From an optimization exercise on the open Yosys and OpenROAD flow, aimed at small area, a short achievable clock period and few clock cycles per item; shortcuts taken in it are not production practice.
At most, simulation tests tie the RTL to the original design; equivalence was not proved.
Power figures rest on the tool's default switching activity, not on a simulated workload.

## lane 1
Design radio_mode_fsm, start of the top module:
module radio_mode_fsm #(
    parameter [7:0]  CHANNEL_RESET = 8'h0B,
    parameter [15:0] CCACFG_RESET  = 16'h0000
) (
    input  wire        clk,
    input  wire        rst,             
    input  wire        in_valid,
    output wire        in_ready,
    input  wire        in_kind,         
    input  wire [31:0] in_word,
    input  wire [31:0] in_arg,
    input  wire        in_abortable,    
    input  wire        in_ack_req,      
    input  wire [31:0] pool_handle,
    output wire        pool_take,
    output wire        rsp_valid,
    output wire [31:0] rsp_word,
    output wire        out_valid,
    output wire [31:0] out_w0,
    output wire [31:0] out_w1,
    output wire [1:0]  need,
    output reg  [7:0]  hw_channel,
    output reg  [15:0] hw_cca,
    output wire [7:0]  fault
);
Size in the first run: about 1200 cells after synthesis, ~250 flip-flops, about 12000 sq um of cells after synthesis.
clock: 8.0 ns
lec_check: 0
cap_margin: 20
core_margin: 2
core_utilization: 40
place_density: 0.6
setup_slack_margin: 5.0
slew_margin: 20
standard.sh (not shown) runs the stock make flow with config.mk's settings and CLKGATE_MAP_FILE= SYNTH_SCRIPT=/design/flow/synth_recipe.tcl, a recipe that flattens the netlist after the stock synthesis.
==> flow/flow/run.sh <==
#!/bin/bash
# The standard layout (standard.sh), with every port buffered by a
# sky130_fd_sc_hd__buf_1 instead of the cell buffer_ports picks by default.
set -euo pipefail
export BUFFER_PORTS_ARGS="-buffer_cell sky130_fd_sc_hd__buf_1"
bash standard.sh > standard.log 2>&1
Input-level comparison between lane 2 and lane 1:
-- flow/design.v --
<<< lane 1, line 51
    reg         cs_held;
    reg  [2:0]  fault_r;
    reg  [3:0]  evq [0:15];          
    reg  [4:0]  evq_tail;            
    reg  [3:0]  evq_head;
    reg  [4:0]  evq_count;           
    reg  [3:0]  evq_last;            
    reg         ed_held;             
    reg  [7:0]  energy;
>>> lane 2, line 51
    reg         cs_held;
    reg  [2:0]  fault_r;
    reg  [3:0]  evq [0:15];
    reg  [4:0]  evq_tail;            
    reg  [3:0]  evq_head;
    reg         ed_held;             
    reg  [7:0]  energy;
<<< lane 1, line 111
        endcase
    end
    wire queued  = (evq_tail != 5'd0);   
    wire stopped = (fault_r != 3'd0);
    wire drain   = !stopped && !take_r && !cs_held && queued;
>>> lane 2, line 109
        endcase
    end
    wire queued  = (evq_tail != 5'd0);
    wire stopped = (fault_r != 3'd0);
    wire drain   = !stopped && !take_r && !cs_held && queued;
<<< lane 1, line 166
    wire qev   = drain || (c_CSX && queued);
    wire enq   = acc_ev && cs_held;
    wire drop  = (ev_code == E_ACK0) || (evq_count != 5'd0 && ev_code == evq_last);
    wire store = enq && !drop;
    wire deq   = qev;
    wire b     = acc_ev ? b0 : qcode[0];
>>> lane 2, line 164
    wire qev   = drain || (c_CSX && queued);
    wire enq   = acc_ev && cs_held;
    wire deq   = qev;
    wire b     = acc_ev ? b0 : qcode[0];
<<< lane 1, line 293
            if (!ev_ok)
                step_fault = 3'd1;
            else if (cs_held && evq_count[4])
                step_fault = 3'd6;
        end else begin
>>> lane 2, line 289
            if (!ev_ok)
                step_fault = 3'd1;
            else if (cs_held && evq_tail[4])
                step_fault = 3'd6;
        end else begin
<<< lane 1, line 309
    end
    wire faulting = acc && (step_fault != 3'd0);
    wire [4:0] n_tail = deq ? (last ? 5'd0 : evq_tail) : (store ? evq_tail + 5'd1 : evq_tail);
    wire n_ready = !faulting && !stopped && !take && (n_cs || n_tail == 5'd0);
    always @(posedge clk) begin
>>> lane 2, line 305
    end
    wire faulting = acc && (step_fault != 3'd0);
    wire [4:0] n_tail = deq ? (last ? 5'd0 : evq_tail) : (enq ? evq_tail + 5'd1 : evq_tail);
    wire n_ready = !faulting && !stopped && !take && (n_cs || n_tail == 5'd0);
    always @(posedge clk) begin
<<< lane 1, line 328
            evq_tail        <= 5'd0;
            evq_head        <= 4'd0;
            evq_count       <= 5'd0;
            ed_held         <= 1'b0;
            ready_r         <= 1'b1;
>>> lane 2, line 324
            evq_tail        <= 5'd0;
            evq_head        <= 4'd0;
            ed_held         <= 1'b0;
            ready_r         <= 1'b1;
<<< lane 1, line 358
                hw_cca <= cfg_cca;
            evq_tail <= n_tail;
            if (c_CSE) begin
                evq_count <= 5'd0;
                ed_held   <= 1'b0;
            end
            if (enq) begin
                evq_count <= evq_count + 5'd1;
                evq_last  <= ev_code;
            end
            if (store && d_EDC)
                ed_held <= 1'b1;
            if (deq)
                evq_head <= last ? 4'd0 : evq_head + 4'd1;
        end
    end
>>> lane 2, line 353
                hw_cca <= cfg_cca;
            evq_tail <= n_tail;
            if (enq && d_EDC)
                ed_held <= 1'b1;
            if (deq) begin
                if (last) begin
                    evq_head <= 4'd0;
                    ed_held  <= 1'b0;
                end else
                    evq_head <= evq_head + 4'd1;
            end
        end
    end
<<< lane 1, line 387
        if (rx_none || (ev_RXC && sRXF))
            rx_buffer <= c_NBF ? in_arg : pool_handle;
        if (store && d_EDC && !ed_held)
            energy <= in_word[7:0];
        if (store)
            evq[evq_tail[3:0]] <= ev_code;
    end
>>> lane 2, line 379
        if (rx_none || (ev_RXC && sRXF))
            rx_buffer <= c_NBF ? in_arg : pool_handle;
        if (enq && d_EDC && !ed_held)
            energy <= in_word[7:0];
        if (enq)
            evq[evq_tail[3:0]] <= ev_code;
    end
==> run notes <==
Lane 2 has completed all stages; timing, DRC and antenna checks passed. Lane 1 went all the way through synthesis, placement and routing and the layout is clean on timing, DRC and antenna. Per the comparison of lane 2 with lane 1, post-route standard cell area excluding fillers lost 3.5%, worst hold slack lost 16 ps. As of lane 2, fill cell instance count of the final layout had fallen by a few percent compared to lane 1. Against lane 1, lane 2 comes in 40 ps higher on required time of the critical path. The launch point of the critical path comes out in_word[27] in one run and in_word[25] in the other, namely in lane 1 and lane 2 respectively. Taking lane 2 as 1.0, lane 1 lands at 1.08 on number of clock buffers inserted by TritonCTS. Going from lane 1 to lane 2, the number of distinct library cells after synthesis was found to have gone up by 8. Summary of lane 2 over lane 1: fraction of layout cells with a size suffix above 1 went up by 0.57 points; share of synthesized cell area in full adder, half adder and majority cells went down by 0.18 points; final core utilization went up by 0.92 points; floorplan die area went down by about 4%; setup fix buffers added after clock tree synthesis went up by 8. Dominant kind of cell: sequential cells -> lane 2, multi-input combinational cells -> lane 1.
Testbench counts of lane 2, summed over its fixed seeds: cycles 35,005, items 32,000.
Only the layout flow was run in lane 1; the RTL was not checked for function there.

========
radio_mode_fsm, a different RTL version from the one above (not shown whole).
Size in the first run: ~1500 cells after synthesis, roughly 250 flip-flops, about 240 I/O pins, about 12000 µm² of cells after synthesis.
export LEC_CHECK = 0
export ABC_AREA = 1
export CAP_MARGIN = 20
export CORE_MARGIN = 2
export CORE_UTILIZATION = 40
export PLACE_DENSITY = 0.6
export SETUP_SLACK_MARGIN = 5.0
export SLEW_MARGIN = 20
create_clock -name core_clock -period 8.0 [get_ports {clk}]
Scripts as last shown in full above: flow/flow/run.sh
Testbench counts at the start, summed over its fixed seeds: cycles 33,341, items 32,000.
Edit:
--- a/flow/design.v
+++ b/flow/design.v
@@ -128,29 +128,27 @@
     wire c_CSE = acc_cmd && cop == 5'h0E;
     wire c_CSX = acc_cmd && cop == 5'h0F;
     wire [3:0] dcode = (opc[5] || opc[3]) ? {opc[5] && opc[0], opc[5] && !opc[0], opc[5], 1'b1}
                                           : {opc[2:0], b0};
     wire dev   = acc_ev && !cs_held;             
     wire enq   = acc_ev && cs_held;              
     wire qev   = drain || (c_CSX && queued);     
     wire evgo  = dev || qev;
     wire [3:0] ecode = (ready_r && in_kind) ? dcode : qcode;
     wire eb    = ecode[0];
     wire paired = (dcode[3:1] == 3'b001) || (dcode[3:1] == 3'b010) ||
                   (dcode[3:1] == 3'b110) || (dcode[3:1] == 3'b111);
-    wire tsr_drop = evq_count != 5'd0 && evq_last == E_TSR && dcode != E_TSG;
     wire drop  = (dcode == E_ACK0) ||
                  (evq_count != 5'd0 && dcode[3:1] == evq_last[3:1] &&
-                  (paired || dcode[0] == evq_last[0])) ||
-                 tsr_drop;
+                  (paired || dcode[0] == evq_last[0]));
     wire store = enq && !drop;
     wire d_EDC = dcode[3:1] == 3'b110;
     reg        e_erl;           
     reg        e_fresh;         
     reg        e_chg;           
     reg  [4:0] e_state;
     reg        e_into;          
     reg        e_ts_set, e_ts_clr;
     reg        e_res_set;
     reg        e_none_set;      
     reg        e_rec;
     reg  [2:0] e_rtype;
@@ -418,18 +416,18 @@
             job_ack_req <= in_ack_req;
         if (!txfam)
             job_frame <= (sED || sCCA) ? 32'd0 :
                          (sRXF && !(acc_cmd && cop == 5'h03)) ? rx_buffer : in_arg;
         rsp_lo      <= acc_cmd ? k_rsp : 4'd1;
         rsp_hi      <= n_rsp_hi;
         rec_type    <= e_rtype;
         rec_lo      <= n_rec_lo;
         if (rx_none || (evgo && e_fresh))
             rx_buffer <= (acc_cmd && cop == 5'h09) ? in_arg : pool_handle;
         if (enq && d_EDC && !ed_held)
             energy <= in_word[7:0];
-        if (enq && !tsr_drop)
+        if (enq)
             evq_last <= dcode;
         if (store)
             evq[evq_tail[3:0]] <= dcode;
     end
 endmodule
What happened:
- setup slack improves by 6.6 ps
- die area grows by 2.3%
- total power shrinks by 3.3%
- critical path depth shrinks by 2
- clock skew shrinks by 18 ps
- cell area shrinks by 0.96%
- clock-buffer cell count grows by 7
Testbench counts after the change, summed over its fixed seeds: cycles 33,598, items 32,000.

========
radio_mode_fsm, a different RTL version from the one above (not shown whole).
For scale: roughly 1,500 cells after synthesis, ~240 I/O pins, roughly 12,000 um^2 of cells after synthesis.
clock: 8.0 ns
lec_check: 0
abc_area: 1
cap_margin: 20
core_margin: 2
core_utilization: 40
cts_buf_list: sky130_fd_sc_hd__clkbuf_8
place_density: 0.6
setup_slack_margin: 5.0
slew_margin: 20
Scripts as last shown in full above: flow/flow/run.sh
Next try:
--- a/flow/design.v
+++ b/flow/design.v
@@ -55,16 +55,17 @@
     reg         cs_held;
     reg  [2:0]  fault_r;
     reg  [3:0]  evq [0:15];          
     reg  [4:0]  evq_tail;            
     reg  [3:0]  evq_head;
     reg  [4:0]  evq_count;           
     reg  [3:0]  evq_last;            
     reg         ed_held;             
+    reg  [7:0]  energy;
     reg         ready_r;
     reg         ok_r;                
     reg         take_r;
     reg         rsp_v;
     reg  [3:0]  rsp_lo;
     reg  [3:0]  rsp_hi;
     reg         rec_v;
     reg  [2:0]  rec_type;
@@ -131,21 +132,19 @@
     wire dev   = acc_ev && !cs_held;             
     wire enq   = acc_ev && cs_held;              
     wire qev   = drain || (c_CSX && queued);     
     wire evgo  = dev || qev;
     wire [3:0] ecode = (ready_r && in_kind) ? dcode : qcode;
     wire eb    = ecode[0];
     wire paired = (dcode[3:1] == 3'b001) || (dcode[3:1] == 3'b010) ||
                   (dcode[3:1] == 3'b110) || (dcode[3:1] == 3'b111);
-    wire tsr_drop = evq_count != 5'd0 && evq_last == E_TSR && dcode != E_TSG;
     wire drop  = (dcode == E_ACK0) ||
                  (evq_count != 5'd0 && dcode[3:1] == evq_last[3:1] &&
-                  (paired || dcode[0] == evq_last[0])) ||
-                 tsr_drop;
+                  (paired || dcode[0] == evq_last[0]));
     wire store = enq && !drop;
     wire d_EDC = dcode[3:1] == 3'b110;
     reg        e_erl;           
     reg        e_fresh;         
     reg        e_chg;           
     reg  [4:0] e_state;
     reg        e_into;          
     reg        e_ts_set, e_ts_clr;
@@ -295,19 +294,17 @@
     wire rec           = acc ? (in_kind ? ev_now && e_rec : rec_K) : drain && e_rec;
     wire n_cs = c_CSE ? 1'b1 : c_CSX ? 1'b0 : cs_held;
     wire c_CHU = acc_cmd && cop == 5'h0A;
     wire c_CCU = acc_cmd && cop == 5'h0B;
     wire upd_channel = (pending_channel && into_set) || (c_CHU && inset);
     wire upd_cca     = (pending_cca && into_set) || (c_CCU && inset);
     wire n_pending_channel = (pending_channel && !into_set) || (c_CHU && !inset);
     wire n_pending_cca     = (pending_cca && !into_set) || (c_CCU && !inset);
-    wire ld_energy = enq && d_EDC && !ed_held;
-    wire ld_rec_lo = ld_energy || (rec && !(e_rtype == R_ED && !dev));
-    wire [7:0] n_rec_lo = (e_rtype == R_ED) ? in_word[7:0] : {6'd0, e_lo};
+    wire [7:0] n_rec_lo = (e_rtype == R_ED) ? (dev ? in_word[7:0] : energy) : {6'd0, e_lo};
     wire [3:0] n_rsp_hi = (cop == 5'h08) ? state_code : 4'd0;
     wire z23_8 = (in_word[23:8] == 16'd0);
     wire z7_1  = (in_word[7:1] == 7'd0);
     reg        ev_ok;
     always @* begin
         case (opc)
             8'h40, 8'h43, 8'h45, 8'h48, 8'h60, 8'h61: ev_ok = z23_8 && z7_1 && !b0;
             8'h41, 8'h42, 8'h44, 8'h47:               ev_ok = z23_8 && z7_1;
@@ -418,18 +415,19 @@
         if (acc_cmd && cop == 5'h03 && !txfam)
             job_ack_req <= in_ack_req;
         if (!txfam)
             job_frame <= (sED || sCCA) ? 32'd0 :
                          (sRXF && !(acc_cmd && cop == 5'h03)) ? rx_buffer : in_arg;
         rsp_lo      <= acc_cmd ? k_rsp : 4'd1;
         rsp_hi      <= n_rsp_hi;
         rec_type    <= e_rtype;
-        if (ld_rec_lo)
-            rec_lo <= n_rec_lo;
+        rec_lo      <= n_rec_lo;
         if (rx_none || (evgo && e_fresh))
             rx_buffer <= (acc_cmd && cop == 5'h09) ? in_arg : pool_handle;
-        if (enq && !tsr_drop)
+        if (enq && d_EDC && !ed_held)
+            energy <= in_word[7:0];
+        if (enq)
             evq_last <= dcode;
         if (store)
             evq[evq_tail[3:0]] <= dcode;
     end
 endmodule
=> The new run passed the timing, DRC and antenna checks. Die area climbs by 2.1%. Worst setup slack improves by 0.062 ns. Sequential share of layout area climbs by 1.7 points. Design area drops by 1.7%. Register-to-register slack improves by 0.04 ns. Worst hold slack degrades by 0.011 ns. Power climbs by 5.2%. Sequential cell count climbs by 8. Global-route usage drops by 0.99 points. Clock skew climbs by 0.013 ns. Maximum frequency climbs by 2.0%. Sequential power climbs by about 4%. Routed wire length drops by 3.8%.
Testbench counts after the change, summed over its fixed seeds: cycles 33,598, items 32,000.
The RTL of the first run of this note was laid out without a check of its function.

re-timing with driven ports:
In the flow no input, the clock included, has a driving cell. The finished layouts below were timed again as built, in two steps.
Step 1: set_driving_cell puts a clkbuf_16 on clk and a buf_2 on each other input, an assumption about the parent block.
Step 2 also shifts input and output timing later by t, the mid clock arrival at the registers, as if the neighbouring blocks saw the same clock.
Three values: ideal, step 1, step 2; two values: the first two.
run | t, ns | setup WS [ns] | worst setup path after step 2 | worst slew at a driven data input, ns
lane 1 | 0.583 | 4.326 / 4.305 / 3.722 | input to register | 0.09
lane 2 | 0.575 | 4.341 / 4.340 / 3.764 | input to register | 0.08
the first run of note 2 | 0.591 | 4.857 / 4.844 / 4.253 | input to register | 0.08
the second run of note 2 | 0.609 | 4.863 / 4.857 / 4.248 | input to register | 0.08
the first run of note 3 | 0.587 | 4.845 / 4.833 / 4.246 | input to register | 0.08
the second run of note 3 | 0.593 | 4.907 / 4.899 / 4.305 | input to register | 0.08
After both steps every run listed still meets setup and hold. The setup slack of the second run of note 2, which loses most, moves by -0.006 ns with the drivers and by -0.615 ns with both steps.
